From an optimization exercise on the open Yosys and OpenROAD flow, aimed at small area; shortcuts taken in it are not production practice. The RTL was checked by simulation tests, not by an equivalence proof against the original design. Power is estimated from default activity; no workload was simulated.

## ir_timing_engine
module ir_timing_engine (
    input  wire        clk,
    input  wire        rst,
    input  wire        cmd_valid,
    input  wire [7:0]  cmd,
    input  wire [31:0] op_a,
    input  wire [31:0] op_b,
    output reg         rsp_valid,
    output wire [3:0]  rsp_status,
    output reg  [31:0] rsp_data,
    output wire        carrier_en,
    output wire        line_level,
    output wire        rx_listen
);
export LEC_CHECK = 0
export ABC_AREA = 1
export CAP_MARGIN = 20
export CORE_MARGIN = 2
export CORE_UTILIZATION = 40
export CTS_CLUSTER_DIAMETER = 80
export CTS_CLUSTER_SIZE = 24
export SLEW_MARGIN = 20
create_clock -name core_clock -period 10.0 [get_ports {clk}]
standard.sh (not shown) runs the stock make flow with config.mk's settings and CLKGATE_MAP_FILE= SYNTH_SCRIPT=/design/flow/synth_recipe.tcl, a recipe that flattens the netlist after the stock synthesis.
==> flow/flow/run.sh <==
#!/bin/bash
# Own layout flow: the standard layout (standard.sh, with its standard
# synthesis unchanged), except that the buffers buffer_ports puts on every
# input and output port are plain sky130_fd_sc_hd__buf_2 cells instead of the
# delay buffers ORFS picks by default. The full make output goes to
# orfs_flow.log in the work folder; ORFS keeps each step's log under orfs/logs.
set -euo pipefail
bash standard.sh finish "BUFFER_PORTS_ARGS=-buffer_cell sky130_fd_sc_hd__buf_2" > orfs_flow.log 2>&1
Next try:
--- a/flow/design.v
+++ b/flow/design.v
@@ -211,19 +211,19 @@
         end
     end
     wire has_start = |cfg_start;
     wire bits_ok   = (packet_bits != 6'd0) && (packet_bits <= 6'd32);
     wire cfg_ok    = bits_ok & ~ov13 & ~ov23 & ~ov12_q &
                      ~(has_start & (ov01_q | ov02 | ov03));
-    wire q_hi = (op_a[31:5] != 27'd0);
+    wire q_in = is_qry & (op_a[31:5] == 27'd0);
     wire [4:0] qs = op_a[4:0];
     wire [16:0] qsel;
     genvar gi;
     generate
         for (gi = 0; gi < 17; gi = gi + 1) begin : g_qsel
-            assign qsel[gi] = is_qry & (qs == gi);
+            assign qsel[gi] = q_in & (qs == gi);
         end
     endgenerate
     wire tx_bitphase = ~tx_in_gap & ~tx_first;
     wire sel_last  = (qsel[10] | is_tck) & tx_last_set;
     wire sel_rxst  = (qsel[13] | is_rxc) & rx_set;
     wire sel_rxla  = (qsel[15] | is_rxp) & rx_set;
@@ -241,20 +241,20 @@
                      ({32{sel_to}}    & rx_timeout) |
                      ({32{sel_idle}}  & cfg_idle);
     wire [31:0] status_word = {5'd0, fault_code, 2'd0, rx_bits, 2'd0, tx_remaining,
                                1'b0, carrier, faulted, rx_state, config_valid,
                                tx_in_gap, tx_armed};
     wire rx_complete;
-    wire sel_pkt = (qsel[11] & rx_set & ~q_hi) | (is_rxc & rx_complete);
-    wire q_ok = body & is_qry & ~q_hi;
+    wire sel_pkt = (qsel[11] & rx_set) | (is_rxc & rx_complete);
     wire [31:0] q0 = ({32{qsel[0]}}  & status_word) |
                      ({32{qsel[1]}}  & cfg_start) |
                      ({32{qsel[6]}}  & cfg_tol) |
                      ({32{qsel[7]}}  & {22'd0, active_level, has_checksum, 2'b00, packet_bits}) |
                      ({32{qsel[8] & tx_buffer_set}} & tx_buffer) |
                      ({32{qsel[9]}}  & {26'd0, tx_remaining}) |
+                     ({32{sel_pkt}}  & rx_packet) |
                      ({32{qsel[12]}} & {26'd0, rx_bits}) |
                      ({32{qsel[16]}} & {29'd0, fault_code});
     wire [31:0] ex = is_rxp ? op_b : op_a;
     wire [31:0] elapsed;
     wire        unused_co;
     ir_add #(.W(32), .FAST(1)) u_sub (.a(ex), .b(~q1), .ci(1'b1), .s(elapsed), .co(unused_co));
@@ -315,19 +315,19 @@
                 4'd8: st_n = rx_complete ? 3'd5 : (rx_expired ? 3'd6 : 3'd4);
                 4'd9: dlo  = {1'b0, rx_idle_clr, sym};
                 default: ;
             endcase
         end
     end
-    wire [31:0] rsp_n = ({32{q_ok}} & (q0 | q1 | q2)) |
-                        ({32{sel_pkt & body}} & rx_packet) |
+    wire [31:0] rsp_n = ({32{is_qry}} & (q0 | q1 | q2)) |
+                        ({32{is_rxc}} & q0) |
                         {28'd0, dlo};
     always @(posedge clk) begin
         rsp_valid <= go;
         rsp_st    <= st_n;
-        rsp_data  <= rsp_n;
+        rsp_data  <= (body & (is_qry | is_rxc)) ? rsp_n : {28'd0, dlo};
     end
     wire [31:0] a_m = op_a & {32{~rst}};
     always @(posedge clk) begin
         if (rst | (cfg_we & (hi == 4'd0))) cfg_start <= a_m;
         if (rst | (cfg_we & (hi == 4'd1))) cfg_short <= a_m;
         if (rst | (cfg_we & (hi == 4'd2))) cfg_long  <= a_m;
Outcome: Hold slack degrades by 5.9 ps. Via count increases by 0.69%. Non-clock buffer count does not change. Cell count increases by 0.39%. Total power decreases by 0.90%. Critical path depth decreases by 2.

Another version of the RTL of ir_timing_engine (not shown whole).
Size in the first run: ~3,700 cells after synthesis, ~460 flip-flops, ~120 I/O pins.
clock: 10.0 ns
lec_check: 0
abc_area: 1
cap_margin: 20
core_margin: 2
core_utilization: 75
cts_cluster_diameter: 80
cts_cluster_size: 24
slew_margin: 20
Scripts as last shown in full above: flow/flow/run.sh
Change:
--- a/flow/design.v
+++ b/flow/design.v
@@ -341,21 +341,16 @@
         end
     end
     wire do_arm  = run & is_arm & ~tx_armed;
     wire do_tick = run & is_tck;
     wire do_rxs  = run & is_rxs;
     wire do_rxc  = run & is_rxc;
     wire do_rxp  = run & is_rxp;
     wire do_adv  = do_tick & (tk_gap | tk_mark);
-    wire pkt_clr = rst | do_rxs | (do_rxp & (s_start | rx_idle_clr));
-    wire pkt_en  = pkt_clr | (do_rxp & s_bit);
-    always @(posedge clk) begin
-        if (pkt_en) rx_packet <= {rx_packet[30:0], sym[0]} & mask & {32{~pkt_clr}};
-    end
     always @(posedge clk) begin
         if (do_arm) tx_buffer <= op_a;
         if (do_adv) tx_last_time <= op_a;
         if (do_rxs) begin
             rx_start_time <= op_b;
             rx_timeout    <= op_a;
         end
         if (do_rxs | (do_rxp & ~s_unrec)) rx_last_accept <= op_b;
@@ -367,16 +362,17 @@
             tx_in_gap     <= 1'b0;
             tx_first      <= 1'b0;
             tx_lastbit    <= 1'b0;
             tx_remaining  <= 6'd0;
             tx_buffer_set <= 1'b0;
             tx_last_set   <= 1'b0;
             carrier       <= 1'b0;
             rx_state      <= RX_IDLE;
+            rx_packet     <= 32'd0;
             rx_bits       <= 6'd0;
             rx_set        <= 1'b0;
             faulted       <= 1'b0;
             fault_code    <= 3'd0;
         end else if (go) begin
             if (raise) begin
                 faulted    <= 1'b1;
                 fault_code <= new_code;
@@ -409,29 +405,32 @@
                     tx_in_gap    <= 1'b0;
                     carrier      <= 1'b1;
                     tx_remaining <= tx_bit_index;
                     tx_first     <= 1'b0;
                     tx_lastbit   <= tx_bit;
                 end
             end
             if (do_rxs) begin
+                rx_packet <= 32'd0;
                 rx_bits   <= 6'd0;
                 rx_state  <= RX_HEAD;
                 rx_set    <= 1'b1;
             end
             if (do_rxc) begin
                 if (rx_complete | rx_expired)
                     rx_state <= RX_IDLE;
                 else
                     rx_state <= RX_WAIT;
             end
             if (do_rxp) begin
                 rx_state <= RX_HEAD;
                 if (s_start | rx_idle_clr) begin
+                    rx_packet <= 32'd0;
                     rx_bits   <= 6'd0;
                 end else if (s_bit) begin
+                    rx_packet <= {rx_packet[30:0], sym[0]} & mask;
                     rx_bits   <= rx_bits_inc;
                 end
             end
         end
     end
 endmodule
=>
- maximum frequency grows by 0.89%
- design area barely changes
- final cell count grows by about 4%
- routed wire length stays flat
- total power shrinks by about 2.4%

afterwards: timing with drivers on the ports:
In the flow no input, the clock included, has a driving cell. The finished layouts below were timed again as built, in two steps. Step 1 assumes that a clkbuf_16 drives the clock port and a buf_2 every other input. Step 2, shift: input delay + t, output delay - t, t = (earliest + latest rising clock arrival at the registers) / 2. This alone moves slack from input paths to output paths. Three values: ideal, step 1, step 2; two values: the first two.
| run | t, ns | slack for setup (ns) | worst setup path at the end |
|---|---|---|---|
| the first run of note 1 | 0.702 | 0.618 / 0.666 / -0.035 | input to register |
| the second run of note 1 | 0.701 | 0.565 / 0.608 / -0.093 | input to register |
| the first run of note 2 | 0.679 | 0.404 / 0.445 / -0.234 | input to register |
| the second run of note 2 | 0.668 | 0.489 / 0.530 / -0.138 | input to register |
Met with ideal ports but missed after step 2: setup timing in every run listed. The setup slack of the second run of note 1, which loses most, moves by +0.043 ns with the drivers and by -0.658 ns with both steps.
